From an optimization exercise on the open Yosys and OpenROAD flow, aimed at small area; shortcuts taken in it are not production practice. Only simulation tests tie the RTL to the original design; equivalence was not proved. Power is estimated from default activity; no workload was simulated.

===== flow/standard.sh =====
#!/bin/bash
# synth_recipe.tcl (not shown) runs the flow's synth.tcl, then flattens the netlist and writes it again
# the make line also repeats each setting of config.mk as NAME=value (left out here)
make -C /OpenROAD-flow-scripts/flow DESIGN_CONFIG=/design/flow/config.mk WORK_HOME=/design/flow/orfs CLKGATE_MAP_FILE= SYNTH_SCRIPT=/design/flow/synth_recipe.tcl "${@:-finish}"

===== flow/flow/run.sh =====
#!/bin/bash
# The standard layout (the standard.sh, unchanged synthesis), with two
# options passed to ORFS through its environment:
# - clock tree: clkbuf_16 sink clusters of at most 26 flip-flops within 90 um,
#   without the dummy loads CTS adds to balance the tree;
# - port buffers: sky130_fd_sc_hd__buf_1.
set -euo pipefail
export CTS_ARGS="-sink_clustering_enable -repair_clock_nets -sink_clustering_size 26 -sink_clustering_max_diameter 90 -buf_list sky130_fd_sc_hd__clkbuf_16 -dont_use_dummy_load"
export BUFFER_PORTS_ARGS="-buffer_cell sky130_fd_sc_hd__buf_1"
bash standard.sh > flow.log 2>&1

===== flow/design.v =====
module bb_aoi222 (
    input  wire [2:0] a,
    input  wire [2:0] s,
    output wire       y
);
    assign y = ~((a[0] & s[0]) | (a[1] & s[1]) | (a[2] & s[2]));
endmodule
module bb_nor2 (
    input  wire a,
    input  wire b,
    output wire y
);
    assign y = ~(a | b);
endmodule
module bb_and2 (
    input  wire a,
    input  wire b,
    output wire y
);
    assign y = a & b;
endmodule
module bb_aoi22 (
    input  wire [1:0] a,
    input  wire [1:0] s,
    output wire       y
);
    assign y = ~((a[0] & s[0]) | (a[1] & s[1]));
endmodule
module bb_nand2 (
    input  wire a,
    input  wire b,
    output wire y
);
    assign y = ~(a & b);
endmodule
module bitbang_core (
    input  wire        clk,
    input  wire        rst,           
    input  wire [10:0] host_addr,     
    input  wire        host_we,
    input  wire [31:0] host_wdata,
    input  wire        host_re,
    output reg  [31:0] host_rdata,    
    output wire        busy,
    output wire        ev_valid,
    output wire [1:0]  ev_kind,       
    output wire [2:0]  ev_role,
    output wire        ev_level,
    output wire [31:0] ev_dur,
    input  wire        ev_ack,
    input  wire        ev_fault,
    input  wire [7:0]  ev_info,
    input  wire        ev_rlevel
);
    localparam [29:0] TICKS = 30'd1000000000;
    localparam [3:0] OP_XLATE = 4'h1, OP_SPI_INIT = 4'h2, OP_SPI_FREE = 4'h3,
                     OP_SPI_XFER = 4'h4, OP_I2C_INIT = 4'h5, OP_I2C_FREE = 4'h6,
                     OP_I2C_WRITE = 4'h7, OP_I2C_READ = 4'h8, OP_I2C_WRRD = 4'h9,
                     OP_SER_INIT = 4'hA, OP_SER_FREE = 4'hB, OP_SER_WRITE = 4'hC,
                     OP_SER_READ = 4'hD;
    localparam [2:0] R_SCK = 3'd0, R_MOSI = 3'd1, R_MISO = 3'd2, R_SCL = 3'd3,
                     R_SDA = 3'd4, R_TX = 3'd5, R_RX = 3'd6;
    localparam [1:0] K_WRITE = 2'd0, K_READ = 2'd1, K_DELAY = 2'd2;
    localparam [2:0] E_OK = 3'd0, E_PIN = 3'd1, E_NACK = 3'd2, E_PARITY = 3'd3,
                     E_FRAME = 3'd4, E_CONFIG = 3'd5, E_ILLEGAL = 3'd6;
    localparam [2:0] PH_START1 = 3'd0, PH_START2 = 3'd1, PH_ADDR1 = 3'd2,
                     PH_ADDR2 = 3'd3, PH_WDATA = 3'd4, PH_RDATA = 3'd5,
                     PH_STOP = 3'd6, PH_FSTOP = 3'd7;
    reg        st_busy, st_done;
    reg [2:0]  st_err;
    reg        spi_valid, i2c_valid, ser_valid;
    reg [11:0] pinerr;               
    reg        po_sck, po_mosi, po_scl, po_sda, po_tx;
    reg [31:0] xl_rate;
    reg [29:0] xl_delay;
    reg [2:0]  spi_cfg;              
    reg [31:0] spi_rate;
    reg [28:0] spi_delay;
    reg [31:0] i2c_rate;
    reg [28:0] i2c_delay;
    reg [5:0]  ser_cfg;              
    reg [31:0] ser_rate;
    reg [29:0] ser_tbit;
    reg [7:0]  ser_rxdata;
    reg        dvp;                  
    reg [3:0]  op;
    reg [6:0]  addr7;                
    reg [7:0]  cnta, cntb;           
    reg [7:0]  bidx;                 
    reg [7:0]  sh;                   
    reg [2:0]  s;                    
    reg [3:0]  k;                    
    reg [2:0]  ph;                   
    reg        pacc;                 
    reg        stop2n;               
    reg        epin;                 
    reg        mwr, mrd;             
    reg [29:0] rem;                  
    wire [29:0] q = {cnta, cntb, sh, addr7[6:1]};
    reg        dph;                  
    reg        dbl;                  
    assign busy = st_busy;
    wire        dv_full  = (op == OP_SER_INIT) | ((op == OP_XLATE) & addr7[0]);
    reg [28:0] ser_thalf;
    reg [29:0] dv_res;               
    function [29:0] inc30(input [29:0] x, input cin, input skip);
        integer i;
        reg c, g;
        begin
            g = cin;
            c = cin;
            for (i = 0; i < 30; i = i + 1) begin
                if (skip && i == 15) begin
                    g = g & (&x[14:0]);
                    c = g;
                end
                inc30[i] = x[i] ^ c;
                c = x[i] & c;
            end
        end
    endfunction
    always @(*) begin
        ser_thalf = inc30({1'b0, ser_tbit[29:1]}, ser_tbit[0], 1'b1);
        dv_res    = inc30({q[29] & dv_full, q[28:0]}, rem != 30'd0, 1'b0);
    end
    wire       spi_cpha  = spi_cfg[0];
    wire       spi_cpol  = spi_cfg[1];
    wire       spi_lsbf  = spi_cfg[2];
    wire [1:0] ser_dbits = ser_cfg[1:0];
    wire       ser_pen   = ser_cfg[2];
    wire       ser_podd  = ser_cfg[3];
    wire       ser_stop2 = ser_cfg[4];
    wire       ser_msbf  = ser_cfg[5];
    wire [3:0] ser_n     = 4'd5 + {2'b00, ser_dbits};
    wire       f_spi  = (op == OP_SPI_XFER);
    wire       f_i2c  = (op == OP_I2C_WRITE) | (op == OP_I2C_READ) | (op == OP_I2C_WRRD);
    wire       f_tx   = (op == OP_SER_WRITE);
    wire       f_rx   = (op == OP_SER_READ);
    wire       f_ser  = f_tx | f_rx;
    wire       f_init = ~f_spi & ~f_i2c & ~f_ser;    
    wire       c_start = (k == 4'd0);
    wire       c_data  = ~c_start & (k <= ser_n);
    wire       c_par   = ser_pen & (k == ser_n + 4'd1);
    wire       c_stop  = ~c_start & ~c_data & ~c_par;
    wire       c_last  = c_stop & (stop2n | ~ser_stop2);
    wire       lsbf    = f_spi ? spi_lsbf : (f_ser & ~ser_msbf);
    wire [2:0] topb    = f_ser ? {1'b1, ser_dbits} : 3'd7;
    wire       sh_out  = lsbf ? sh[0] : sh[topb];
    function [7:0] shifted(input [7:0] v, input din);
        integer j;
        begin
            if (!lsbf) shifted = {v[6:0], din};
            else begin
                for (j = 0; j < 8; j = j + 1)
                    shifted[j] = (j == topb) ? din : ((j == 7) ? 1'b0 : v[(j + 1) % 8]);
            end
        end
    endfunction
    reg        e_valid;
    reg [1:0]  e_kind;
    reg [2:0]  e_role;
    reg        e_level;
    reg        i2c_last_step;
    wire [1:0] i2c_proc = (ph[2:1] == 2'b00) ? 2'd0 :           
                          (ph[2:1] == 2'b11) ? 2'd3 :           
                          (((ph == PH_RDATA) ^ (k == 4'd8)) ? 2'd2 : 2'd1);   
    always @(*) begin
        e_valid = 1'b1;
        e_kind  = K_WRITE;
        e_role  = R_SCK;
        e_level = 1'b1;
        i2c_last_step = 1'b0;
        if (f_spi) begin
            case ({spi_cpha, s})
                4'b0_000: begin e_role = R_MOSI; e_level = sh_out; end
                4'b0_001: e_kind = K_DELAY;
                4'b0_010: begin e_role = R_SCK; e_level = ~spi_cpol; end
                4'b0_011: begin e_kind = K_READ; e_role = R_MISO; end
                4'b0_100: e_kind = K_DELAY;
                4'b0_101: begin e_role = R_SCK; e_level = spi_cpol; end
                4'b1_000: begin e_role = R_SCK; e_level = ~spi_cpol; end
                4'b1_001: begin e_role = R_MOSI; e_level = sh_out; end
                4'b1_010: e_kind = K_DELAY;
                4'b1_011: begin e_role = R_SCK; e_level = spi_cpol; end
                4'b1_100: begin e_kind = K_READ; e_role = R_MISO; end
                default:  e_kind = K_DELAY;
            endcase
        end else if (f_i2c) begin
            case (i2c_proc)
                2'd0: case (s)    
                    3'd0: e_role = R_SDA;
                    3'd1: e_kind = K_DELAY;
                    3'd2: e_role = R_SCL;
                    3'd3: begin e_kind = K_READ; e_role = R_SCL; end
                    3'd4: e_kind = K_DELAY;
                    3'd5: begin e_role = R_SDA; e_level = 1'b0; end
                    3'd6: e_kind = K_DELAY;
                    default: begin e_role = R_SCL; e_level = 1'b0; i2c_last_step = 1'b1; end
                endcase
                2'd1: case (s)    
                    3'd0: begin
                        e_role = R_SDA;
                        e_level = (ph == PH_RDATA) ? (cntb == 8'd1) : sh[7];
                    end
                    3'd1: e_kind = K_DELAY;
                    3'd2: e_role = R_SCL;
                    3'd3: begin e_kind = K_READ; e_role = R_SCL; end
                    3'd4: e_kind = K_DELAY;
                    default: begin e_role = R_SCL; e_level = 1'b0; i2c_last_step = 1'b1; end
                endcase
                2'd2: case (s)    
                    3'd0: e_role = R_SDA;
                    3'd1: e_kind = K_DELAY;
                    3'd2: e_role = R_SCL;
                    3'd3: begin e_kind = K_READ; e_role = R_SCL; end
                    3'd4: e_kind = K_DELAY;
                    3'd5: begin e_kind = K_READ; e_role = R_SDA; end
                    default: begin e_role = R_SCL; e_level = 1'b0; i2c_last_step = 1'b1; end
                endcase
                default: case (s)    
                    3'd0: begin e_role = R_SCL; e_level = 1'b0; end
                    3'd1: begin e_role = R_SDA; e_level = 1'b0; end
                    3'd2: e_kind = K_DELAY;
                    3'd3: e_role = R_SCL;
                    3'd4: begin e_kind = K_READ; e_role = R_SCL; end
                    3'd5: e_kind = K_DELAY;
                    3'd6: e_role = R_SDA;
                    default: begin e_kind = K_DELAY; i2c_last_step = 1'b1; end
                endcase
            endcase
        end else if (f_tx) begin
            if (s == 3'd0) begin
                e_role = R_TX;
                if (c_start)     e_level = 1'b0;
                else if (c_data) e_level = sh_out;
                else if (c_par)  e_level = pacc ^ ser_podd;
            end else
                e_kind = K_DELAY;
        end else if (f_rx) begin
            if (s == 3'd0 || s == 3'd3) begin
                e_kind = K_READ; e_role = R_RX;
            end else
                e_kind = K_DELAY;
        end else begin
            e_valid = (op != OP_XLATE);
            case (op)
                OP_SPI_INIT: e_level = spi_cpol;
                OP_I2C_INIT: e_role = (s == 3'd0) ? R_SCL : R_SDA;
                default:     e_role = R_TX;
            endcase
        end
        if (!st_busy || dvp || mwr || mrd)
            e_valid = 1'b0;
    end
    assign ev_valid = e_valid;
    assign ev_kind  = e_kind;
    assign ev_role  = e_role;
    assign ev_level = e_level;
    assign ev_dur   = {2'b00, f_spi ? {1'b0, spi_delay} :
                              f_i2c ? {1'b0, i2c_delay} :
                              (f_rx && s == 3'd1) ? {1'b0, ser_thalf} : ser_tbit};
    wire ev_done = e_valid & ev_ack;
    wire ev_bad  = ev_done & ev_fault & (e_kind != K_DELAY);
    wire ev_good = ev_done & ~ev_bad;
    wire ev_wr   = (e_kind == K_WRITE);
    wire        dv_dbit  = TICKS[5'd29 - bidx[4:0]];
    wire [29:0] dv_sh    = {rem[28:0], dv_dbit};
    reg  [30:0] dv_rate;
    always @(*) begin
        case (op)
            OP_SPI_INIT: dv_rate = spi_rate[30:0];
            OP_I2C_INIT: dv_rate = i2c_rate[30:0];
            OP_SER_INIT: dv_rate = ser_rate[30:0];
            default:     dv_rate = xl_rate[30:0];
        endcase
    end
    reg  [29:0] dv_diff;
    reg         dv_fits, dv_blo;
    always @(*) begin : dvsub
        integer i;
        reg b;
        b = 1'b0;
        for (i = 0; i < 30; i = i + 1) begin
            if (i == 15) begin
                dv_blo = b;
                b = dbl;
            end
            dv_diff[i] = dv_sh[i] ^ dv_rate[i] ^ b;
            b = (~dv_sh[i] & dv_rate[i]) | (~(dv_sh[i] ^ dv_rate[i]) & b);
        end
        dv_fits = ~(b | dv_rate[30]);
    end
    wire        dv_last  = (bidx[4:0] == {4'b1110, dv_full});
    wire        aligned  = (host_addr[1:0] == 2'b00);
    wire        hw       = host_we & aligned & ~st_busy;
    wire        hw_cmd   = hw & (host_addr == 11'h000);
    wire [3:0]  c_op     = host_wdata[3:0];
    wire [7:0]  c_lena   = host_wdata[23:16];
    wire [7:0]  c_lenb   = host_wdata[31:24];
    reg         c_illegal, c_rate_bad;
    wire        xl_bad   = xl_rate[31]  | (xl_rate  == 32'd0);
    wire        spi_bad  = spi_rate[31] | (spi_rate == 32'd0);
    wire        i2c_bad  = i2c_rate[31] | (i2c_rate == 32'd0);
    wire        ser_bad  = ser_rate[31] | (ser_rate == 32'd0);
    always @(*) begin
        case (c_op)
            OP_XLATE:     c_illegal = 1'b0;
            OP_SPI_INIT:  c_illegal = spi_valid;
            OP_SPI_FREE,
            OP_SPI_XFER:  c_illegal = ~spi_valid;
            OP_I2C_INIT:  c_illegal = i2c_valid;
            OP_I2C_FREE,
            OP_I2C_WRITE,
            OP_I2C_READ:  c_illegal = ~i2c_valid;
            OP_I2C_WRRD:  c_illegal = ~i2c_valid | (({1'b0, c_lena} + {1'b0, c_lenb}) > 9'd256);
            OP_SER_INIT:  c_illegal = ser_valid;
            OP_SER_FREE,
            OP_SER_WRITE,
            OP_SER_READ:  c_illegal = ~ser_valid;
            default:      c_illegal = 1'b1;
        endcase
        case (c_op)
            OP_SPI_INIT:  c_rate_bad = spi_bad;
            OP_I2C_INIT:  c_rate_bad = i2c_bad;
            OP_SER_INIT:  c_rate_bad = ser_bad;
            default:      c_rate_bad = xl_bad;
        endcase
    end
    wire [7:0]  b_idx      = st_busy ? bidx : host_addr[9:2];
    wire        b_we       = (hw & host_addr[10]) | (st_busy & mwr);
    reg  [7:0]  s_rd;
    wire [7:0]  b_wd       = rst ? 8'd0 : (~b_we ? s_rd : (st_busy ? sh : host_wdata[7:0]));
    reg  [15:0] b_pa, b_pb;
    always @(*) begin : pdec
        integer i;
        for (i = 0; i < 16; i = i + 1) begin
            b_pa[i] = rst | (b_idx[3:0] == i[3:0]);
            b_pb[i] = rst | (b_idx[7:4] == i[3:0]);
        end
    end
    wire [255:0] b_sel;
    reg  [15:0] h_pa_n, h_pb_n;
    always @(*) begin : hdec
        integer i;
        for (i = 0; i < 16; i = i + 1) begin
            h_pa_n[i] = (host_addr[5:2] != i[3:0]);
            h_pb_n[i] = (host_addr[9:6] != i[3:0]);
        end
    end
    wire [255:0] h_sel;
    reg  [7:0]   b_rd;
    wire [2047:0] b_flat;
    genvar gi, gb;
    generate
        for (gi = 0; gi < 256; gi = gi + 1) begin : g_buf
            reg [7:0] m;
            always @(posedge clk)
                if (b_sel[gi])
                    m <= b_wd;
            assign b_flat[gi*8 +: 8] = m;
        end
        for (gi = 0; gi < 256; gi = gi + 1) begin : g_dec
            bb_and2 u_d (.a(b_pa[gi % 16]), .b(b_pb[gi / 16]), .y(b_sel[gi]));
        end
        for (gb = 0; gb < 8; gb = gb + 1) begin : g_rd
            wire [85:0] y;
            for (gi = 0; gi < 85; gi = gi + 1) begin : g_t
                bb_aoi222 u_t (
                    .a({b_flat[(3*gi+2)*8+gb], b_flat[(3*gi+1)*8+gb], b_flat[(3*gi)*8+gb]}),
                    .s(b_sel[3*gi+2:3*gi]),
                    .y(y[gi]));
            end
            assign y[85] = ~(b_flat[255*8+gb] & b_sel[255]);
            always @(*) s_rd[gb] = ~&y;
        end
        for (gi = 0; gi < 256; gi = gi + 1) begin : g_hdec
            bb_nor2 u_d (.a(h_pa_n[gi % 16]), .b(h_pb_n[gi / 16]), .y(h_sel[gi]));
        end
        for (gb = 0; gb < 8; gb = gb + 1) begin : g_hrd
            wire [85:0] y;
            for (gi = 0; gi < 85; gi = gi + 1) begin : g_t
                bb_aoi222 u_t (
                    .a({b_flat[(3*gi+2)*8+gb], b_flat[(3*gi+1)*8+gb], b_flat[(3*gi)*8+gb]}),
                    .s(h_sel[3*gi+2:3*gi]),
                    .y(y[gi]));
            end
            assign y[85] = ~(b_flat[255*8+gb] & h_sel[255]);
            always @(*) b_rd[gb] = ~&y;
        end
    endgenerate
    wire        rd_reg = aligned & ~rst & (host_addr[10:7] == 4'd0);
    wire        rs_st  = rd_reg & (host_addr[6:2] == 5'h01);
    wire        rs_pe  = rd_reg & (host_addr[6:2] == 5'h02);
    wire        rs_po  = rd_reg & (host_addr[6:2] == 5'h03);
    wire        rs_xr  = rd_reg & (host_addr[6:2] == 5'h04);
    wire        rs_xd  = rd_reg & (host_addr[6:2] == 5'h05);
    wire        rs_sc  = rd_reg & (host_addr[6:2] == 5'h08);
    wire        rs_sr  = rd_reg & (host_addr[6:2] == 5'h09);
    wire        rs_sd  = rd_reg & (host_addr[6:2] == 5'h0A);
    wire        rs_ir  = rd_reg & (host_addr[6:2] == 5'h0C);
    wire        rs_id  = rd_reg & (host_addr[6:2] == 5'h0D);
    wire        rs_ec  = rd_reg & (host_addr[6:2] == 5'h10);
    wire        rs_er  = rd_reg & (host_addr[6:2] == 5'h11);
    wire        rs_et  = rd_reg & (host_addr[6:2] == 5'h12);
    wire        rs_eh  = rd_reg & (host_addr[6:2] == 5'h13);
    wire        rs_rx  = rd_reg & (host_addr[6:2] == 5'h14);
    wire        rs_bf  = aligned & ~rst & host_addr[10];
    wire [31:0] rd_val;
    wire rdt0_0, rdt0_1, rdt0_2, rdt0_3, rdt0_4, rdt0_5;
    bb_aoi222 u_rdt0_0 (.a({po_sck, pinerr[0], st_busy}), .s({rs_po, rs_pe, rs_st}), .y(rdt0_0));
    bb_aoi222 u_rdt0_1 (.a({spi_cfg[0], xl_delay[0], xl_rate[0]}), .s({rs_sc, rs_xd, rs_xr}), .y(rdt0_1));
    bb_aoi222 u_rdt0_2 (.a({i2c_rate[0], spi_delay[0], spi_rate[0]}), .s({rs_ir, rs_sd, rs_sr}), .y(rdt0_2));
    bb_aoi222 u_rdt0_3 (.a({ser_rate[0], ser_cfg[0], i2c_delay[0]}), .s({rs_er, rs_ec, rs_id}), .y(rdt0_3));
    bb_aoi222 u_rdt0_4 (.a({ser_rxdata[0], ser_thalf[0], ser_tbit[0]}), .s({rs_rx, rs_eh, rs_et}), .y(rdt0_4));
    bb_nand2 u_rdt0_5 (.a(b_rd[0]), .b(rs_bf), .y(rdt0_5));
    assign rd_val[0] = ~&{rdt0_0, rdt0_1, rdt0_2, rdt0_3, rdt0_4, rdt0_5};
    wire rdt1_0, rdt1_1, rdt1_2, rdt1_3, rdt1_4, rdt1_5;
    bb_aoi222 u_rdt1_0 (.a({po_mosi, pinerr[1], st_done}), .s({rs_po, rs_pe, rs_st}), .y(rdt1_0));
    bb_aoi222 u_rdt1_1 (.a({spi_cfg[1], xl_delay[1], xl_rate[1]}), .s({rs_sc, rs_xd, rs_xr}), .y(rdt1_1));
    bb_aoi222 u_rdt1_2 (.a({i2c_rate[1], spi_delay[1], spi_rate[1]}), .s({rs_ir, rs_sd, rs_sr}), .y(rdt1_2));
    bb_aoi222 u_rdt1_3 (.a({ser_rate[1], ser_cfg[1], i2c_delay[1]}), .s({rs_er, rs_ec, rs_id}), .y(rdt1_3));
    bb_aoi222 u_rdt1_4 (.a({ser_rxdata[1], ser_thalf[1], ser_tbit[1]}), .s({rs_rx, rs_eh, rs_et}), .y(rdt1_4));
    bb_nand2 u_rdt1_5 (.a(b_rd[1]), .b(rs_bf), .y(rdt1_5));
    assign rd_val[1] = ~&{rdt1_0, rdt1_1, rdt1_2, rdt1_3, rdt1_4, rdt1_5};
    wire rdt2_0, rdt2_1, rdt2_2, rdt2_3, rdt2_4;
    bb_aoi222 u_rdt2_0 (.a({xl_delay[2], xl_rate[2], pinerr[2]}), .s({rs_xd, rs_xr, rs_pe}), .y(rdt2_0));
    bb_aoi222 u_rdt2_1 (.a({spi_delay[2], spi_rate[2], spi_cfg[2]}), .s({rs_sd, rs_sr, rs_sc}), .y(rdt2_1));
    bb_aoi222 u_rdt2_2 (.a({ser_cfg[2], i2c_delay[2], i2c_rate[2]}), .s({rs_ec, rs_id, rs_ir}), .y(rdt2_2));
    bb_aoi222 u_rdt2_3 (.a({ser_thalf[2], ser_tbit[2], ser_rate[2]}), .s({rs_eh, rs_et, rs_er}), .y(rdt2_3));
    bb_aoi22 u_rdt2_4 (.a({b_rd[2], ser_rxdata[2]}), .s({rs_bf, rs_rx}), .y(rdt2_4));
    assign rd_val[2] = ~&{rdt2_0, rdt2_1, rdt2_2, rdt2_3, rdt2_4};
    wire rdt3_0, rdt3_1, rdt3_2, rdt3_3, rdt3_4;
    bb_aoi222 u_rdt3_0 (.a({xl_rate[3], po_scl, pinerr[3]}), .s({rs_xr, rs_po, rs_pe}), .y(rdt3_0));
    bb_aoi222 u_rdt3_1 (.a({spi_delay[3], spi_rate[3], xl_delay[3]}), .s({rs_sd, rs_sr, rs_xd}), .y(rdt3_1));
    bb_aoi222 u_rdt3_2 (.a({ser_cfg[3], i2c_delay[3], i2c_rate[3]}), .s({rs_ec, rs_id, rs_ir}), .y(rdt3_2));
    bb_aoi222 u_rdt3_3 (.a({ser_thalf[3], ser_tbit[3], ser_rate[3]}), .s({rs_eh, rs_et, rs_er}), .y(rdt3_3));
    bb_aoi22 u_rdt3_4 (.a({b_rd[3], ser_rxdata[3]}), .s({rs_bf, rs_rx}), .y(rdt3_4));
    assign rd_val[3] = ~&{rdt3_0, rdt3_1, rdt3_2, rdt3_3, rdt3_4};
    wire rdt4_0, rdt4_1, rdt4_2, rdt4_3, rdt4_4;
    bb_aoi222 u_rdt4_0 (.a({xl_rate[4], po_sda, st_err[0]}), .s({rs_xr, rs_po, rs_st}), .y(rdt4_0));
    bb_aoi222 u_rdt4_1 (.a({spi_delay[4], spi_rate[4], xl_delay[4]}), .s({rs_sd, rs_sr, rs_xd}), .y(rdt4_1));
    bb_aoi222 u_rdt4_2 (.a({ser_cfg[4], i2c_delay[4], i2c_rate[4]}), .s({rs_ec, rs_id, rs_ir}), .y(rdt4_2));
    bb_aoi222 u_rdt4_3 (.a({ser_thalf[4], ser_tbit[4], ser_rate[4]}), .s({rs_eh, rs_et, rs_er}), .y(rdt4_3));
    bb_aoi22 u_rdt4_4 (.a({b_rd[4], ser_rxdata[4]}), .s({rs_bf, rs_rx}), .y(rdt4_4));
    assign rd_val[4] = ~&{rdt4_0, rdt4_1, rdt4_2, rdt4_3, rdt4_4};
    wire rdt5_0, rdt5_1, rdt5_2, rdt5_3, rdt5_4;
    bb_aoi222 u_rdt5_0 (.a({xl_rate[5], po_tx, st_err[1]}), .s({rs_xr, rs_po, rs_st}), .y(rdt5_0));
    bb_aoi222 u_rdt5_1 (.a({spi_delay[5], spi_rate[5], xl_delay[5]}), .s({rs_sd, rs_sr, rs_xd}), .y(rdt5_1));
    bb_aoi222 u_rdt5_2 (.a({ser_cfg[5], i2c_delay[5], i2c_rate[5]}), .s({rs_ec, rs_id, rs_ir}), .y(rdt5_2));
    bb_aoi222 u_rdt5_3 (.a({ser_thalf[5], ser_tbit[5], ser_rate[5]}), .s({rs_eh, rs_et, rs_er}), .y(rdt5_3));
    bb_aoi22 u_rdt5_4 (.a({b_rd[5], ser_rxdata[5]}), .s({rs_bf, rs_rx}), .y(rdt5_4));
    assign rd_val[5] = ~&{rdt5_0, rdt5_1, rdt5_2, rdt5_3, rdt5_4};
    wire rdt6_0, rdt6_1, rdt6_2, rdt6_3;
    bb_aoi222 u_rdt6_0 (.a({xl_delay[6], xl_rate[6], st_err[2]}), .s({rs_xd, rs_xr, rs_st}), .y(rdt6_0));
    bb_aoi222 u_rdt6_1 (.a({i2c_rate[6], spi_delay[6], spi_rate[6]}), .s({rs_ir, rs_sd, rs_sr}), .y(rdt6_1));
    bb_aoi222 u_rdt6_2 (.a({ser_tbit[6], ser_rate[6], i2c_delay[6]}), .s({rs_et, rs_er, rs_id}), .y(rdt6_2));
    bb_aoi222 u_rdt6_3 (.a({b_rd[6], ser_rxdata[6], ser_thalf[6]}), .s({rs_bf, rs_rx, rs_eh}), .y(rdt6_3));
    assign rd_val[6] = ~&{rdt6_0, rdt6_1, rdt6_2, rdt6_3};
    wire rdt7_0, rdt7_1, rdt7_2, rdt7_3;
    bb_aoi222 u_rdt7_0 (.a({spi_rate[7], xl_delay[7], xl_rate[7]}), .s({rs_sr, rs_xd, rs_xr}), .y(rdt7_0));
    bb_aoi222 u_rdt7_1 (.a({i2c_delay[7], i2c_rate[7], spi_delay[7]}), .s({rs_id, rs_ir, rs_sd}), .y(rdt7_1));
    bb_aoi222 u_rdt7_2 (.a({ser_thalf[7], ser_tbit[7], ser_rate[7]}), .s({rs_eh, rs_et, rs_er}), .y(rdt7_2));
    bb_aoi22 u_rdt7_3 (.a({b_rd[7], ser_rxdata[7]}), .s({rs_bf, rs_rx}), .y(rdt7_3));
    assign rd_val[7] = ~&{rdt7_0, rdt7_1, rdt7_2, rdt7_3};
    wire rdt8_0, rdt8_1, rdt8_2, rdt8_3;
    bb_aoi222 u_rdt8_0 (.a({xl_rate[8], pinerr[4], spi_valid}), .s({rs_xr, rs_pe, rs_st}), .y(rdt8_0));
    bb_aoi222 u_rdt8_1 (.a({spi_delay[8], spi_rate[8], xl_delay[8]}), .s({rs_sd, rs_sr, rs_xd}), .y(rdt8_1));
    bb_aoi222 u_rdt8_2 (.a({ser_rate[8], i2c_delay[8], i2c_rate[8]}), .s({rs_er, rs_id, rs_ir}), .y(rdt8_2));
    bb_aoi22 u_rdt8_3 (.a({ser_thalf[8], ser_tbit[8]}), .s({rs_eh, rs_et}), .y(rdt8_3));
    assign rd_val[8] = ~&{rdt8_0, rdt8_1, rdt8_2, rdt8_3};
    wire rdt9_0, rdt9_1, rdt9_2, rdt9_3;
    bb_aoi222 u_rdt9_0 (.a({xl_rate[9], pinerr[5], i2c_valid}), .s({rs_xr, rs_pe, rs_st}), .y(rdt9_0));
    bb_aoi222 u_rdt9_1 (.a({spi_delay[9], spi_rate[9], xl_delay[9]}), .s({rs_sd, rs_sr, rs_xd}), .y(rdt9_1));
    bb_aoi222 u_rdt9_2 (.a({ser_rate[9], i2c_delay[9], i2c_rate[9]}), .s({rs_er, rs_id, rs_ir}), .y(rdt9_2));
    bb_aoi22 u_rdt9_3 (.a({ser_thalf[9], ser_tbit[9]}), .s({rs_eh, rs_et}), .y(rdt9_3));
    assign rd_val[9] = ~&{rdt9_0, rdt9_1, rdt9_2, rdt9_3};
    wire rdt10_0, rdt10_1, rdt10_2, rdt10_3;
    bb_aoi222 u_rdt10_0 (.a({xl_rate[10], pinerr[6], ser_valid}), .s({rs_xr, rs_pe, rs_st}), .y(rdt10_0));
    bb_aoi222 u_rdt10_1 (.a({spi_delay[10], spi_rate[10], xl_delay[10]}), .s({rs_sd, rs_sr, rs_xd}), .y(rdt10_1));
    bb_aoi222 u_rdt10_2 (.a({ser_rate[10], i2c_delay[10], i2c_rate[10]}), .s({rs_er, rs_id, rs_ir}), .y(rdt10_2));
    bb_aoi22 u_rdt10_3 (.a({ser_thalf[10], ser_tbit[10]}), .s({rs_eh, rs_et}), .y(rdt10_3));
    assign rd_val[10] = ~&{rdt10_0, rdt10_1, rdt10_2, rdt10_3};
    wire rdt11_0, rdt11_1, rdt11_2, rdt11_3;
    bb_aoi222 u_rdt11_0 (.a({xl_delay[11], xl_rate[11], pinerr[7]}), .s({rs_xd, rs_xr, rs_pe}), .y(rdt11_0));
    bb_aoi222 u_rdt11_1 (.a({i2c_rate[11], spi_delay[11], spi_rate[11]}), .s({rs_ir, rs_sd, rs_sr}), .y(rdt11_1));
    bb_aoi222 u_rdt11_2 (.a({ser_tbit[11], ser_rate[11], i2c_delay[11]}), .s({rs_et, rs_er, rs_id}), .y(rdt11_2));
    bb_nand2 u_rdt11_3 (.a(ser_thalf[11]), .b(rs_eh), .y(rdt11_3));
    assign rd_val[11] = ~&{rdt11_0, rdt11_1, rdt11_2, rdt11_3};
    wire rdt12_0, rdt12_1, rdt12_2, rdt12_3;
    bb_aoi222 u_rdt12_0 (.a({xl_delay[12], xl_rate[12], pinerr[8]}), .s({rs_xd, rs_xr, rs_pe}), .y(rdt12_0));
    bb_aoi222 u_rdt12_1 (.a({i2c_rate[12], spi_delay[12], spi_rate[12]}), .s({rs_ir, rs_sd, rs_sr}), .y(rdt12_1));
    bb_aoi222 u_rdt12_2 (.a({ser_tbit[12], ser_rate[12], i2c_delay[12]}), .s({rs_et, rs_er, rs_id}), .y(rdt12_2));
    bb_nand2 u_rdt12_3 (.a(ser_thalf[12]), .b(rs_eh), .y(rdt12_3));
    assign rd_val[12] = ~&{rdt12_0, rdt12_1, rdt12_2, rdt12_3};
    wire rdt13_0, rdt13_1, rdt13_2, rdt13_3;
    bb_aoi222 u_rdt13_0 (.a({xl_delay[13], xl_rate[13], pinerr[9]}), .s({rs_xd, rs_xr, rs_pe}), .y(rdt13_0));
    bb_aoi222 u_rdt13_1 (.a({i2c_rate[13], spi_delay[13], spi_rate[13]}), .s({rs_ir, rs_sd, rs_sr}), .y(rdt13_1));
    bb_aoi222 u_rdt13_2 (.a({ser_tbit[13], ser_rate[13], i2c_delay[13]}), .s({rs_et, rs_er, rs_id}), .y(rdt13_2));
    bb_nand2 u_rdt13_3 (.a(ser_thalf[13]), .b(rs_eh), .y(rdt13_3));
    assign rd_val[13] = ~&{rdt13_0, rdt13_1, rdt13_2, rdt13_3};
    wire rdt14_0, rdt14_1, rdt14_2, rdt14_3;
    bb_aoi222 u_rdt14_0 (.a({xl_delay[14], xl_rate[14], pinerr[10]}), .s({rs_xd, rs_xr, rs_pe}), .y(rdt14_0));
    bb_aoi222 u_rdt14_1 (.a({i2c_rate[14], spi_delay[14], spi_rate[14]}), .s({rs_ir, rs_sd, rs_sr}), .y(rdt14_1));
    bb_aoi222 u_rdt14_2 (.a({ser_tbit[14], ser_rate[14], i2c_delay[14]}), .s({rs_et, rs_er, rs_id}), .y(rdt14_2));
    bb_nand2 u_rdt14_3 (.a(ser_thalf[14]), .b(rs_eh), .y(rdt14_3));
    assign rd_val[14] = ~&{rdt14_0, rdt14_1, rdt14_2, rdt14_3};
    wire rdt15_0, rdt15_1, rdt15_2, rdt15_3;
    bb_aoi222 u_rdt15_0 (.a({xl_delay[15], xl_rate[15], pinerr[11]}), .s({rs_xd, rs_xr, rs_pe}), .y(rdt15_0));
    bb_aoi222 u_rdt15_1 (.a({i2c_rate[15], spi_delay[15], spi_rate[15]}), .s({rs_ir, rs_sd, rs_sr}), .y(rdt15_1));
    bb_aoi222 u_rdt15_2 (.a({ser_tbit[15], ser_rate[15], i2c_delay[15]}), .s({rs_et, rs_er, rs_id}), .y(rdt15_2));
    bb_nand2 u_rdt15_3 (.a(ser_thalf[15]), .b(rs_eh), .y(rdt15_3));
    assign rd_val[15] = ~&{rdt15_0, rdt15_1, rdt15_2, rdt15_3};
    wire rdt16_0, rdt16_1, rdt16_2;
    bb_aoi222 u_rdt16_0 (.a({spi_rate[16], xl_delay[16], xl_rate[16]}), .s({rs_sr, rs_xd, rs_xr}), .y(rdt16_0));
    bb_aoi222 u_rdt16_1 (.a({i2c_delay[16], i2c_rate[16], spi_delay[16]}), .s({rs_id, rs_ir, rs_sd}), .y(rdt16_1));
    bb_aoi222 u_rdt16_2 (.a({ser_thalf[16], ser_tbit[16], ser_rate[16]}), .s({rs_eh, rs_et, rs_er}), .y(rdt16_2));
    assign rd_val[16] = ~&{rdt16_0, rdt16_1, rdt16_2};
    wire rdt17_0, rdt17_1, rdt17_2;
    bb_aoi222 u_rdt17_0 (.a({spi_rate[17], xl_delay[17], xl_rate[17]}), .s({rs_sr, rs_xd, rs_xr}), .y(rdt17_0));
    bb_aoi222 u_rdt17_1 (.a({i2c_delay[17], i2c_rate[17], spi_delay[17]}), .s({rs_id, rs_ir, rs_sd}), .y(rdt17_1));
    bb_aoi222 u_rdt17_2 (.a({ser_thalf[17], ser_tbit[17], ser_rate[17]}), .s({rs_eh, rs_et, rs_er}), .y(rdt17_2));
    assign rd_val[17] = ~&{rdt17_0, rdt17_1, rdt17_2};
    wire rdt18_0, rdt18_1, rdt18_2;
    bb_aoi222 u_rdt18_0 (.a({spi_rate[18], xl_delay[18], xl_rate[18]}), .s({rs_sr, rs_xd, rs_xr}), .y(rdt18_0));
    bb_aoi222 u_rdt18_1 (.a({i2c_delay[18], i2c_rate[18], spi_delay[18]}), .s({rs_id, rs_ir, rs_sd}), .y(rdt18_1));
    bb_aoi222 u_rdt18_2 (.a({ser_thalf[18], ser_tbit[18], ser_rate[18]}), .s({rs_eh, rs_et, rs_er}), .y(rdt18_2));
    assign rd_val[18] = ~&{rdt18_0, rdt18_1, rdt18_2};
    wire rdt19_0, rdt19_1, rdt19_2;
    bb_aoi222 u_rdt19_0 (.a({spi_rate[19], xl_delay[19], xl_rate[19]}), .s({rs_sr, rs_xd, rs_xr}), .y(rdt19_0));
    bb_aoi222 u_rdt19_1 (.a({i2c_delay[19], i2c_rate[19], spi_delay[19]}), .s({rs_id, rs_ir, rs_sd}), .y(rdt19_1));
    bb_aoi222 u_rdt19_2 (.a({ser_thalf[19], ser_tbit[19], ser_rate[19]}), .s({rs_eh, rs_et, rs_er}), .y(rdt19_2));
    assign rd_val[19] = ~&{rdt19_0, rdt19_1, rdt19_2};
    wire rdt20_0, rdt20_1, rdt20_2;
    bb_aoi222 u_rdt20_0 (.a({spi_rate[20], xl_delay[20], xl_rate[20]}), .s({rs_sr, rs_xd, rs_xr}), .y(rdt20_0));
    bb_aoi222 u_rdt20_1 (.a({i2c_delay[20], i2c_rate[20], spi_delay[20]}), .s({rs_id, rs_ir, rs_sd}), .y(rdt20_1));
    bb_aoi222 u_rdt20_2 (.a({ser_thalf[20], ser_tbit[20], ser_rate[20]}), .s({rs_eh, rs_et, rs_er}), .y(rdt20_2));
    assign rd_val[20] = ~&{rdt20_0, rdt20_1, rdt20_2};
    wire rdt21_0, rdt21_1, rdt21_2;
    bb_aoi222 u_rdt21_0 (.a({spi_rate[21], xl_delay[21], xl_rate[21]}), .s({rs_sr, rs_xd, rs_xr}), .y(rdt21_0));
    bb_aoi222 u_rdt21_1 (.a({i2c_delay[21], i2c_rate[21], spi_delay[21]}), .s({rs_id, rs_ir, rs_sd}), .y(rdt21_1));
    bb_aoi222 u_rdt21_2 (.a({ser_thalf[21], ser_tbit[21], ser_rate[21]}), .s({rs_eh, rs_et, rs_er}), .y(rdt21_2));
    assign rd_val[21] = ~&{rdt21_0, rdt21_1, rdt21_2};
    wire rdt22_0, rdt22_1, rdt22_2;
    bb_aoi222 u_rdt22_0 (.a({spi_rate[22], xl_delay[22], xl_rate[22]}), .s({rs_sr, rs_xd, rs_xr}), .y(rdt22_0));
    bb_aoi222 u_rdt22_1 (.a({i2c_delay[22], i2c_rate[22], spi_delay[22]}), .s({rs_id, rs_ir, rs_sd}), .y(rdt22_1));
    bb_aoi222 u_rdt22_2 (.a({ser_thalf[22], ser_tbit[22], ser_rate[22]}), .s({rs_eh, rs_et, rs_er}), .y(rdt22_2));
    assign rd_val[22] = ~&{rdt22_0, rdt22_1, rdt22_2};
    wire rdt23_0, rdt23_1, rdt23_2;
    bb_aoi222 u_rdt23_0 (.a({spi_rate[23], xl_delay[23], xl_rate[23]}), .s({rs_sr, rs_xd, rs_xr}), .y(rdt23_0));
    bb_aoi222 u_rdt23_1 (.a({i2c_delay[23], i2c_rate[23], spi_delay[23]}), .s({rs_id, rs_ir, rs_sd}), .y(rdt23_1));
    bb_aoi222 u_rdt23_2 (.a({ser_thalf[23], ser_tbit[23], ser_rate[23]}), .s({rs_eh, rs_et, rs_er}), .y(rdt23_2));
    assign rd_val[23] = ~&{rdt23_0, rdt23_1, rdt23_2};
    wire rdt24_0, rdt24_1, rdt24_2;
    bb_aoi222 u_rdt24_0 (.a({spi_rate[24], xl_delay[24], xl_rate[24]}), .s({rs_sr, rs_xd, rs_xr}), .y(rdt24_0));
    bb_aoi222 u_rdt24_1 (.a({i2c_delay[24], i2c_rate[24], spi_delay[24]}), .s({rs_id, rs_ir, rs_sd}), .y(rdt24_1));
    bb_aoi222 u_rdt24_2 (.a({ser_thalf[24], ser_tbit[24], ser_rate[24]}), .s({rs_eh, rs_et, rs_er}), .y(rdt24_2));
    assign rd_val[24] = ~&{rdt24_0, rdt24_1, rdt24_2};
    wire rdt25_0, rdt25_1, rdt25_2;
    bb_aoi222 u_rdt25_0 (.a({spi_rate[25], xl_delay[25], xl_rate[25]}), .s({rs_sr, rs_xd, rs_xr}), .y(rdt25_0));
    bb_aoi222 u_rdt25_1 (.a({i2c_delay[25], i2c_rate[25], spi_delay[25]}), .s({rs_id, rs_ir, rs_sd}), .y(rdt25_1));
    bb_aoi222 u_rdt25_2 (.a({ser_thalf[25], ser_tbit[25], ser_rate[25]}), .s({rs_eh, rs_et, rs_er}), .y(rdt25_2));
    assign rd_val[25] = ~&{rdt25_0, rdt25_1, rdt25_2};
    wire rdt26_0, rdt26_1, rdt26_2;
    bb_aoi222 u_rdt26_0 (.a({spi_rate[26], xl_delay[26], xl_rate[26]}), .s({rs_sr, rs_xd, rs_xr}), .y(rdt26_0));
    bb_aoi222 u_rdt26_1 (.a({i2c_delay[26], i2c_rate[26], spi_delay[26]}), .s({rs_id, rs_ir, rs_sd}), .y(rdt26_1));
    bb_aoi222 u_rdt26_2 (.a({ser_thalf[26], ser_tbit[26], ser_rate[26]}), .s({rs_eh, rs_et, rs_er}), .y(rdt26_2));
    assign rd_val[26] = ~&{rdt26_0, rdt26_1, rdt26_2};
    wire rdt27_0, rdt27_1, rdt27_2;
    bb_aoi222 u_rdt27_0 (.a({spi_rate[27], xl_delay[27], xl_rate[27]}), .s({rs_sr, rs_xd, rs_xr}), .y(rdt27_0));
    bb_aoi222 u_rdt27_1 (.a({i2c_delay[27], i2c_rate[27], spi_delay[27]}), .s({rs_id, rs_ir, rs_sd}), .y(rdt27_1));
    bb_aoi222 u_rdt27_2 (.a({ser_thalf[27], ser_tbit[27], ser_rate[27]}), .s({rs_eh, rs_et, rs_er}), .y(rdt27_2));
    assign rd_val[27] = ~&{rdt27_0, rdt27_1, rdt27_2};
    wire rdt28_0, rdt28_1, rdt28_2;
    bb_aoi222 u_rdt28_0 (.a({spi_rate[28], xl_delay[28], xl_rate[28]}), .s({rs_sr, rs_xd, rs_xr}), .y(rdt28_0));
    bb_aoi222 u_rdt28_1 (.a({i2c_delay[28], i2c_rate[28], spi_delay[28]}), .s({rs_id, rs_ir, rs_sd}), .y(rdt28_1));
    bb_aoi222 u_rdt28_2 (.a({ser_thalf[28], ser_tbit[28], ser_rate[28]}), .s({rs_eh, rs_et, rs_er}), .y(rdt28_2));
    assign rd_val[28] = ~&{rdt28_0, rdt28_1, rdt28_2};
    wire rdt29_0, rdt29_1;
    bb_aoi222 u_rdt29_0 (.a({spi_rate[29], xl_delay[29], xl_rate[29]}), .s({rs_sr, rs_xd, rs_xr}), .y(rdt29_0));
    bb_aoi222 u_rdt29_1 (.a({ser_tbit[29], ser_rate[29], i2c_rate[29]}), .s({rs_et, rs_er, rs_ir}), .y(rdt29_1));
    assign rd_val[29] = ~&{rdt29_0, rdt29_1};
    wire rdt30_0, rdt30_1;
    bb_aoi222 u_rdt30_0 (.a({i2c_rate[30], spi_rate[30], xl_rate[30]}), .s({rs_ir, rs_sr, rs_xr}), .y(rdt30_0));
    bb_nand2 u_rdt30_1 (.a(ser_rate[30]), .b(rs_er), .y(rdt30_1));
    assign rd_val[30] = ~&{rdt30_0, rdt30_1};
    wire rdt31_0, rdt31_1;
    bb_aoi222 u_rdt31_0 (.a({i2c_rate[31], spi_rate[31], xl_rate[31]}), .s({rs_ir, rs_sr, rs_xr}), .y(rdt31_0));
    bb_nand2 u_rdt31_1 (.a(ser_rate[31]), .b(rs_er), .y(rdt31_1));
    assign rd_val[31] = ~&{rdt31_0, rdt31_1};
    always @(posedge clk)
        if (rst | host_re)
            host_rdata <= rd_val;
    wire [31:0] hwd     = host_wdata & {32{~rst}};
    wire [29:0] dres    = dv_res & {30{~rst}};
    wire        w_xlr   = hw & (host_addr == 11'h010);
    wire        w_spic  = hw & (host_addr == 11'h020) & ~spi_valid;
    wire        w_spir  = hw & (host_addr == 11'h024) & ~spi_valid;
    wire        w_i2cr  = hw & (host_addr == 11'h030) & ~i2c_valid;
    wire        w_serc  = hw & (host_addr == 11'h040) & ~ser_valid;
    wire        w_serr  = hw & (host_addr == 11'h044) & ~ser_valid;
    wire        init_ok = st_busy & f_init & ~dvp &
                          ((op == OP_XLATE) | (ev_good & ~((op == OP_I2C_INIT) & (s == 3'd0))));
    always @(posedge clk) begin
        if (rst | w_xlr)  xl_rate  <= hwd;
        if (rst | w_spic) spi_cfg  <= hwd[2:0];
        if (rst | w_spir) spi_rate <= hwd;
        if (rst | w_i2cr) i2c_rate <= hwd;
        if (rst | w_serc) ser_cfg  <= {hwd[5:2], host_wdata[1:0] | {2{rst}}};
        if (rst | w_serr) ser_rate <= hwd;
        if (rst | (init_ok & (op == OP_XLATE)))    xl_delay  <= dres;
        if (rst | (init_ok & (op == OP_SPI_INIT))) spi_delay <= dres[28:0];
        if (rst | (init_ok & (op == OP_I2C_INIT))) i2c_delay <= dres[28:0];
        if (rst | (init_ok & (op == OP_SER_INIT))) ser_tbit  <= dres;
    end
    task finish(input [2:0] code);
        begin
            st_err  <= code;
            st_done <= 1'b1;
            st_busy <= 1'b0;
        end
    endtask
    task finish_pin(input [11:0] pin);
        begin
            finish(E_PIN);
            pinerr <= pin;
        end
    endtask
    wire [11:0] ev_pin = {ev_info, ev_wr, e_role};
    always @(posedge clk) begin
        if (rst) begin
            st_busy    <= 1'b0;
            st_done    <= 1'b0;
            st_err     <= 3'd0;
            spi_valid  <= 1'b0;
            i2c_valid  <= 1'b0;
            ser_valid  <= 1'b0;
            pinerr     <= 12'd0;
            po_sck     <= 1'b0;
            po_mosi    <= 1'b0;
            po_scl     <= 1'b1;
            po_sda     <= 1'b1;
            po_tx      <= 1'b1;
            ser_rxdata <= 8'd0;
        end else begin
            if (ev_good && ev_wr) begin
                case (e_role)
                    R_SCK:  po_sck  <= e_level;
                    R_MOSI: po_mosi <= e_level;
                    R_SCL:  po_scl  <= e_level;
                    R_SDA:  po_sda  <= e_level;
                    R_TX:   po_tx   <= e_level;
                    default: ;
                endcase
            end
            if (!st_busy) begin
                if (hw_cmd) begin
                    op      <= c_op;
                    addr7   <= host_wdata[10:4];
                    cnta    <= c_lena;
                    cntb    <= c_lenb;
                    st_done <= 1'b0;
                    st_err  <= 3'd0;
                    bidx    <= 8'd0;
                    s       <= 3'd0;
                    k       <= 4'd0;
                    ph      <= PH_START1;
                    sh      <= (c_op == OP_SER_READ) ? 8'd0 : c_lena;
                    pacc    <= 1'b0;
                    stop2n  <= 1'b0;
                    rem     <= 30'd0;
                    mwr     <= 1'b0;
                    mrd     <= (c_op == OP_SPI_XFER);
                    dph     <= 1'b0;
                    dvp     <= (c_op == OP_XLATE) | (c_op == OP_SPI_INIT) |
                               (c_op == OP_I2C_INIT) | (c_op == OP_SER_INIT);
                    if (c_illegal) begin
                        finish(E_ILLEGAL);
                    end else begin
                        case (c_op)
                            OP_XLATE, OP_SPI_INIT, OP_I2C_INIT, OP_SER_INIT: begin
                                if (c_rate_bad) finish(E_CONFIG);
                                else st_busy <= 1'b1;
                            end
                            OP_SPI_FREE: begin spi_valid <= 1'b0; finish(E_OK); end
                            OP_I2C_FREE: begin i2c_valid <= 1'b0; finish(E_OK); end
                            OP_SER_FREE: begin ser_valid <= 1'b0; finish(E_OK); end
                            OP_SPI_XFER: begin
                                if (c_lena == 8'd0) finish(E_OK);
                                else st_busy <= 1'b1;
                            end
                            default: st_busy <= 1'b1;    
                        endcase
                    end
                end
            end else if (mwr) begin
                mwr  <= 1'b0;
                bidx <= bidx + 8'd1;
                if (f_spi) begin
                    cnta <= cnta - 8'd1;
                    if (cnta == 8'd1) finish(E_OK);
                    else mrd <= 1'b1;
                end else begin
                    cntb <= cntb - 8'd1;
                    if (cntb == 8'd1) ph <= PH_STOP;
                end
            end else if (mrd) begin
                mrd <= 1'b0;
                sh  <= s_rd;
            end else if (f_init) begin
                if (dvp) begin
                    dph <= ~dph;
                    dbl <= dv_blo;
                    if (dph) begin
                        bidx <= bidx + 8'd1;
                        rem  <= dv_fits ? dv_diff : dv_sh;
                        {cnta, cntb, sh, addr7[6:1]} <= {q[28:0], dv_fits};
                        if (dv_last) dvp <= 1'b0;
                    end
                end else if (op == OP_XLATE) begin
                    finish(E_OK);
                end else if (ev_done) begin
                    if (ev_bad) finish_pin(ev_pin);
                    else if (op == OP_I2C_INIT && s == 3'd0) s <= 3'd1;
                    else begin
                        finish(E_OK);
                        case (op)
                            OP_SPI_INIT: spi_valid <= 1'b1;
                            OP_I2C_INIT: i2c_valid <= 1'b1;
                            default:     ser_valid <= 1'b1;
                        endcase
                    end
                end
            end else if (f_spi) begin
                if (ev_done) begin
                    if (ev_bad) finish_pin(ev_pin);
                    else begin
                        if (s == (spi_cpha ? 3'd4 : 3'd3))
                            sh <= shifted(sh, ev_rlevel);
                        if (s != 3'd5) s <= s + 3'd1;
                        else begin
                            s <= 3'd0;
                            k <= {1'b0, k[2:0] + 3'd1};
                            if (k[2:0] == 3'd7) mwr <= 1'b1;
                        end
                    end
                end
            end else if (f_i2c) begin
                if (ev_done) begin
                    if (ev_bad) begin
                        if (ph == PH_FSTOP) begin
                            if (epin) finish_pin({sh, k});
                            else finish(E_NACK);
                        end else if (ph == PH_STOP)
                            finish_pin(ev_pin);
                        else begin
                            epin <= 1'b1;
                            sh   <= ev_info;
                            k    <= {ev_wr, e_role};
                            ph   <= PH_FSTOP;
                            s    <= 3'd0;
                        end
                    end else if (e_kind == K_READ && e_role == R_SCL && !ev_rlevel) begin
                    end else if (!i2c_last_step) begin
                        s <= s + 3'd1;
                        if ((i2c_proc == 2'd1 && s == 3'd0 && ph != PH_RDATA) ||
                            (i2c_proc == 2'd2 && s == 3'd5))
                            sh <= {sh[6:0], ev_rlevel};
                    end else begin
                        s <= 3'd0;
                        case (ph)
                            PH_START1, PH_START2: begin
                                ph <= (ph == PH_START1) ? PH_ADDR1 : PH_ADDR2;
                                sh <= {addr7, (ph == PH_START2) || (op == OP_I2C_READ)};
                                k  <= 4'd0;
                            end
                            PH_STOP: finish(E_OK);
                            PH_FSTOP: begin
                                if (epin) finish_pin({sh, k});
                                else finish(E_NACK);
                            end
                            PH_RDATA: begin
                                if (k != 4'd8) k <= k + 4'd1;
                                else begin
                                    k   <= 4'd0;
                                    mwr <= 1'b1;
                                end
                            end
                            default: begin   
                                if (k != 4'd8) k <= k + 4'd1;
                                else begin
                                    k <= 4'd0;
                                    if (sh[0]) begin
                                        epin <= 1'b0;
                                        ph   <= PH_FSTOP;
                                    end else if (ph == PH_ADDR2 || op == OP_I2C_READ) begin
                                        ph <= (cntb != 8'd0) ? PH_RDATA : PH_STOP;
                                    end else begin
                                        if (ph == PH_WDATA) begin
                                            bidx <= bidx + 8'd1;
                                            cnta <= cnta - 8'd1;
                                        end
                                        if ((ph == PH_WDATA) ? (cnta != 8'd1) : (cnta != 8'd0)) begin
                                            ph  <= PH_WDATA;
                                            mrd <= 1'b1;
                                        end else
                                            ph <= (op == OP_I2C_WRRD) ? PH_START2 : PH_STOP;
                                    end
                                end
                            end
                        endcase
                    end
                end
            end else if (f_tx) begin
                if (ev_done) begin
                    if (ev_bad) finish_pin(ev_pin);
                    else if (s == 3'd0) begin
                        s <= 3'd1;
                        if (c_data) begin
                            pacc <= pacc ^ sh_out;
                            sh   <= shifted(sh, 1'b0);
                        end
                    end else begin
                        s <= 3'd0;
                        if (c_last) finish(E_OK);
                        else if (c_stop) stop2n <= 1'b1;
                        else k <= k + 4'd1;
                    end
                end
            end else begin
                if (ev_done) begin
                    if (ev_bad) finish_pin(ev_pin);
                    else case (s)
                        3'd0: if (!ev_rlevel) s <= 3'd1;
                        3'd1: begin s <= 3'd2; k <= 4'd1; end
                        3'd2: s <= 3'd3;
                        default: begin
                            s <= 3'd2;
                            if (c_data) begin
                                sh   <= shifted(sh, ev_rlevel);
                                pacc <= pacc ^ ev_rlevel;
                                k    <= k + 4'd1;
                            end else if (c_par) begin
                                if (ev_rlevel != (pacc ^ ser_podd)) finish(E_PARITY);
                                else k <= k + 4'd1;
                            end else begin
                                if (!ev_rlevel) finish(E_FRAME);
                                else if (c_last) begin
                                    ser_rxdata <= sh;
                                    finish(E_OK);
                                end else stop2n <= 1'b1;
                            end
                        end
                    endcase
                end
            end
        end
    end
endmodule

===== flow/constraint.sdc =====
create_clock -name core_clock -period 10.0 [get_ports {clk}]
set_input_delay 2.0000 -clock core_clock [delete_from_list [all_inputs] [get_ports {clk}]]
set_output_delay 2.0000 -clock core_clock [all_outputs]
set_load 0.01 [all_outputs]

===== flow/config.mk =====
export PLATFORM = sky130hd
export DESIGN_NAME = bitbang_core
export DESIGN_NICKNAME = bitbang_core
export VERILOG_FILES = /design/flow/design.v
export SDC_FILE = /design/flow/constraint.sdc
export NUM_CORES = 8
export LEC_CHECK = 0
export CAP_MARGIN = 20
export CORE_MARGIN = 2
export CORE_UTILIZATION = 65
export PLACE_DENSITY = 0.76
export SLEW_MARGIN = 20
export SYNTH_HIERARCHICAL = 1

==> qor.csv, run 1 <==
metric,value,unit
status,timing/DRC/antenna clean,
drt_first_pass_iters,22,
async_flop_share,0,
vias_per_cell,8.60,
io_buffers,127,
fmax,109,MHz
clk_pin_slew,110,ps
die-area,165000,um^2
fin_crit_sh,0.915,
p_per_area,170,nW/um^2
final_core_util,0.697,
grt_pass1_wl,504000,um
path_class,register to register,
synth.avg_cell_area,15.6,um^2
syn_inst,6700,
crit_arrival,9680,ps
pwr-share-comb,0.084,
fp.coreArea,160000,um^2
cp_max_fo,26,
postCtsHoldBufs,0,
die_h,406,um
cts_setup_buffers,0,
cts_tree,yes,
p_int,14400,uW
final_cell_mix,"edfxtp_1, a222oi_1, nor2_1",
dp.cells,8984,
final_common_cell,edfxtp_1,
yosysSeqAreaShare,0.701,
dp_worst_setup_slack,1040,ps
fillers,10700,
syn_area,105000,um^2
ios,130,
crit_path_end_kind,register,
skew,105,ps
grt_pass1_vias,71900,
slew_headroom,0.0972,
fin_nets,7121,
totalWireLength,357000,um
fp.dieW,406,um
fin_crit,9150,ps
via_count,78600,
grt.total_usage,0.423,
reg2reg_depth,22,
synth_edf_count,2426,
clock_path_buffers,3,
initial_core_util,0.654,
pwr-share-clk,0.260,
yosys_warnings,7,
ys_seq_elements,2459,
ant_nets,0,
grt_overflow_total,0,
root_buffer,clkbuf_16,
cts_buffers,108,
syn2layout_area_growth,6.67,%
swShare,0.244,
routedWlPerCell,39.1,um
min_path_cells,2,
drive_above_1_share,0.0509,
required,10530,ps
drt_iter0_drc,21300,
place_congestion,1.05,
hold_viol_final,0,
setup_violations,0,
p_seq_frac,0.656,
worst_setup_path_start_kind,register,
maxSlewViolCount,0,
dominantRegCellSynth,edfxtp_1,
antenna_found_initial,31,
cts_resized,0,
max_cap_viol_count,0,
hpwl,236000,um
rsz0062_at_grt,false,
hold_path.class,register to register,
leakage,0.0346,uW
h-tree-depth,3,
clk_latency,810,ps
layout.cells.non_filler,9141,
grt_max_degree,257,
cts_sinks,2459,
layout_setup_ws,852,ps
worstMarginPinSlew,1340,ps
synth_cell_types,91,
p_sw,4640,uW
core.rowCount,147,
vdd.ir_drop.worst,0.000189,V
drc_errors,0,
-- stage by stage --
step	instance area [um^2]	TNS (ps)	hold WS (ps)	total power (uW)
after global routing	112000	0	535	19400
after floorplan	105000	-539760	443	13400
final	112000	0	500	19100
after detailed placement	109000	0	483	14200
after CTS	112000	0	500	18900
after global placement	109000	0	468	14100
-- cells by family after synthesis --
| group | share of synthesized area |
|---|---|
| compound gates | 0.174 |
| xor+xnor | 0.00175 |
| fa+ha+maj | 0.0172 |
| buf+inv | 0.00743 |
| flops | 0.701 |
| mux | 0.00712 |
| other cells | 0.0000358 |
| simple gates | 0.0910 |
-- flip-flops by register name (all words and copies together) (netlist names), 12 cells and up --
register    cells
g_buf.m      2048
host_rdata     32
i2c_rate       32
ser_rate       32
spi_rate       32
xl_rate        32
rem            30
ser_tbit       30
xl_delay       30
i2c_delay      29
spi_delay      29
pinerr         12
-- modules after synthesis, one instance, submodules excluded --
module | cell area [um^2] | times used | cells inside | flip-flops and latches
bb_aoi222 | 10.0 | 1460 | 1 | 0
bitbang_core | 87500 | 1 | 4711 | 2459
bb_nand2 | 3.75 | 9 | 1 | 0
bb_nor2 | 3.75 | 256 | 1 | 0
bb_and2 | 6.26 | 256 | 1 | 0
bb_aoi22 | 12.5 | 8 | 1 | 0
-- layer usage --
metal | share of wire | global-route usage | up-vias
li1 | - | - | 31200
met1 | 0.34 | 0.585 | 38500
met2 | 0.43 | 0.608 | 7575
met3 | 0.16 | 0.126 | 1228
met4 | 0.066 | 0.225 | 32
met5 | 0.00055 | 0 | -
-- power by group through the flow --
stage / clock network, uW / registers [uW] / logic (uW)
3_5_place_dp: 0 / 12700 / 1510
2_1_floorplan: 0 / 12600 / 833
6_report: 4960 / 12500 / 1600
5_1_grt: 5240 / 12600 / 1630
4_1_cts: 4930 / 12500 / 1510
3_3_place_gp: 0 / 12700 / 1480
-- worst paths after layout --
kind                                start        end  slack, ps
worst max-delay path                op[3]    rem[13]        850
worst max register to register      op[3]    rem[13]        850
worst min register to register  pinerr[0]  pinerr[0]        500
worst min-delay path            pinerr[0]  pinerr[0]        500
-- critical path: stages (launching register included) --
cell and delay [ps]:
edfxtp_1 810, inv_1 230, nor3_2 350, buf_4 300, or3_1 690, o21ai_0 240
fa_1 470, fa_1 400, fa_1 410, fa_1 410, fa_1 400, fa_1 400
fa_1 390, fa_1 390, fa_1 380, fa_1 380, fa_1 390, fa_1 390
fa_1 400, nand4_1 550, buf_4 310, nand2_1 70, a21oi_1 160
-- cell type report --
cell class              instances  area [um^2]  share of cell area
diodes                         46          115             0.00103
clock buffers                 108         2700              0.0242
inverters                      59          221             0.00198
multi-input cells            4043        30900               0.276
flip-flops and latches       2459        73500               0.657
well taps                    2160         2700              0.0242
repair buffers                266         1680              0.0150
-- synth_stat cells (84+ instances only) --
| library cell | instances | area (um^2) |
|---|---|---|
| nand4_1 | 368 | 2300 |
| ha_1 | 96 | 1200 |
| nor2_1 | 403 | 1510 |
| o21ai_0 | 127 | 636 |
| nor2b_1 | 84 | 526 |
| nand2_1 | 322 | 1210 |
| a222oi_1 | 1490 | 14900 |
| nor4_1 | 129 | 807 |
| a21oi_1 | 105 | 526 |
| and2_1 | 264 | 1650 |
| edfxtp_1 | 2426 | 72800 |
| nand3_1 | 95 | 475 |
| clkbuf_1 | 115 | 432 |
==> inputs of run 2 (changes only) <==
--- a/flow/config.mk
+++ b/flow/config.mk
@@ -7,7 +7,7 @@
 export LEC_CHECK = 0
 export CAP_MARGIN = 20
 export CORE_MARGIN = 2
-export CORE_UTILIZATION = 65
-export PLACE_DENSITY = 0.76
+export CORE_UTILIZATION = 60
+export PLACE_DENSITY = 0.7
 export SLEW_MARGIN = 20
 export SYNTH_HIERARCHICAL = 1
==> run 2 against run 1 <==
Routed wire length increased by 2.1%. Design area increased by 0.43%. Still clean. Clock-buffer cell count increased by 4. Critical path depth increased by 5. Clock skew decreased by 22 ps.
==> qor.csv, run 2 <==
metric,value,unit
yosysSeqAreaShare,0.701,
cts_setup_buffers,0,
place_congestion,0.996,
io_buffers,127,
vdd.ir_drop.worst,0.000242,V
core.rowCount,153,
maxSlewViolCount,0,
postCtsHoldBufs,0,
die-area,178000,um^2
clk_pin_slew,110,ps
largest_reg_flops,2048,
hold_path.class,register to register,
routedWlPerCell,39.1,um
required,10590,ps
syn_area,105000,um^2
top_register,g_buf.m,
ios,130,
cts_buffers,112,
clk_latency,820,ps
vias_per_cell,8.33,
drt_first_pass_iters,15,
critPathLaunch,op[0],
drc_errors,0,
grtUsageMet2,0.590,
drive_above_1_share,0.0547,
leakage,0.0348,uW
status,timing/DRC/antenna clean,
synth_top_area_share,0.695,
grt_most_used_layer,met2,
synth_fa_ha_area_frac,0.0172,
fin_crit_sh,0.885,
yosys-top-cells-area,"edfxtp_1, a222oi_1, nand4_1",
h-tree-depth,3,
crit_arrival,9440,ps
initial_core_util,0.603,
via_count,77700,
synth-compound-area-share,0.174,
fp.coreArea,174000,um^2
synth_edf_count,2426,
cts_resized,0,
p_per_area,171,nW/um^2
clock_path_buffers,3,
syn2layout_area_growth,7.13,%
synth-xor-area-share,0.00175,
grt_overflow_total,0,
drt_iter0_drc,19400,
crit_path_end_kind,register,
setup_violations,0,
synth_area_leader_cell,edfxtp_1,
worst_setup_path_start_kind,register,
ant_nets,0,
fin_crit,8850,ps
fp.dieW,422,um
yosys-mux-area-fraction,0.00712,
antenna_found_initial,32,
final_common_cell,edfxtp_1,
synthTopCellsByCount,"edfxtp_1, a222oi_1, nor2_1, nand4_1, nand2_1",
syn_inst,6700,
holdWs,513,ps
r2r_start,op[0],
synth.most_common_cell,edfxtp_1,
slew_headroom,0.108,
synth_cell_types,91,
cts_tree,yes,
worstMarginPinSlew,1330,ps
dominantRegCellSynth,edfxtp_1,
hold_viol_final,0,
synth_top_family_by_area,compound AO/OA/AOI/OAI gates,
cp_max_fo,20,
cts_sinks,2459,
power,19200,uW
totalWireLength,365000,um
synth.avg_cell_area,15.6,um^2
grt_max_degree,257,
root_buffer,clkbuf_16,
fmax,113,MHz
grt_pass1_vias,72200,
use_met3,0.0962,
rsz0062_at_grt,false,
yosys_warnings,7,
hpwl,244000,um
grt_use_met1,0.550,
max_cap_viol_count,0,
final_cell_mix,"edfxtp_1, a222oi_1, nor2_1",
grt.total_usage,0.397,
skew,83.3,ps
async_flop_share,0,
die_h,422,um
path_class,register to register,
fin_nets,7150,
ys_seq_elements,2459,
synth-simple-area-share,0.0910,
grt_pass1_wl,515000,um
hp-start,ser_rxdata[6],
[run 2: cell counts after synthesis]
Identical to the previous run, type by type.
[run 2: where the power goes]
part	switching (uW)	leakage [uW]	internal (uW)
Sequential	380	0.0234	12100
Combinational	1230	0.0100	374
Clock	3060	0.00138	1990
Total	4670	0.0348	14500
[run 2: path summary, 6_finish.rpt]
| kind | endpoint | slack, ps | cells after the start |
|---|---|---|---|
| worst min-delay path | ser_rxdata[6] | 510 | 2 |
| worst min register to register | ser_rxdata[6] | 510 | 2 |
| worst max register to register | rem[0] | 1150 | 27 |
| worst max-delay path | rem[0] | 1150 | 27 |
[run 2: kinds of logic (layout without fill, tap and decap cells)]
logic type      count (synthesis)  in the layout
flops                        2459           2459
compound gates               2000           2000
simple gates                 1821           1821
buf+inv                       199            462
fa+ha+maj                     126            126
mux                            73             73
xor+xnor                       21             21
other cells                     1             44
[run 2: final cells by class]
| class | count | area (um^2) |
|---|---|---|
| Clock buffer | 112 | 2800 |
| Antenna cell | 42 | 105 |
| Multi-Input combinational cell | 4043 | 30900 |
| Fill cell | 12600 | 61500 |
| Inverter | 59 | 221 |
| Tap cell | 2325 | 2910 |
| Sequential cell | 2459 | 73500 |
| Timing Repair Buffer | 291 | 1860 |
[run 2: per-module statistics from Yosys (local to each module, per instance)]
module        times used  flops+latches  area (um^2)
bb_and2              256              0         6.26
bb_aoi22               8              0         12.5
bb_aoi222           1460              0         10.0
bb_nand2               9              0         3.75
bb_nor2              256              0         3.75
bitbang_core           1           2459        87500
[run 2: critical path: stages (launching register included)]
cell and delay, ps:
edfxtp_1 740, nand2b_1 310, nor3_2 80, buf_4 240
nor3_1 200, buf_4 180, nand2_1 60, nand2_1 90
fa_1 180, inv_1 50, fa_1 390, fa_1 410
fa_1 400, fa_1 400, fa_1 390, fa_1 410
fa_1 390, fa_1 380, fa_1 390, fa_1 380
fa_1 390, fa_1 390, fa_1 390, fa_1 400
and4_1 330, buf_4 290, and2_1 180, a211oi_1 210
[run 2: routing by layer]
layer / routed length (um) / part of all wire / vias to the layer above
met5: 82 / 0.00022 / -
met4: 21600 / 0.059 / 12
met3: 51000 / 0.14 / 978
met2: 162000 / 0.44 / 6635
met1: 130000 / 0.36 / 38800
li1: - / - / 31300
[run 2: metrics by stage]
| stage | worst slack (ps) | util | TNS (ps) | cells | instance area (um^2) |
|---|---|---|---|---|---|
| 2_1_floorplan | -1050 | - | -539760 | 6701 | 105000 |
| 3_3_place_gp | 1470 | 0.628 | 0 | 9171 | 109000 |
| 3_5_place_dp | 1330 | 0.628 | 0 | 9171 | 109000 |
| 4_1_cts | 1250 | 0.645 | 0 | 9283 | 112000 |
| 5_1_grt | 755 | 0.646 | 0 | 9308 | 112000 |
| 6_report | 1150 | 0.646 | 0 | 9331 | 112000 |

what the ideal ports hide:
How much do the figures lean on ideal ports? The routed layouts below were timed once more, with nothing changed but the port constraints. Step 1: set_driving_cell puts a clkbuf_16 on clk and a buf_2 on each other input, an assumption about the parent block. Step 2 also shifts input and output timing later by t, the mid clock arrival at the registers, as if the neighbouring blocks saw the same clock. Slacks: ideal ports / drivers / drivers and shift; pairs: ideal ports / drivers.
run	shift t [ns]	setup slack, ns	worst slew at a driven data input, ns
run 1	0.834	0.852 / 0.852 / 0.852	0.21
run 2	0.878	1.151 / 1.151 / 0.972	0.17
After both steps setup and hold are still met in every run listed. For run 2, which loses most, drivers alone change the setup slack by 0.000 ns; drivers and shift together by -0.179 ns.
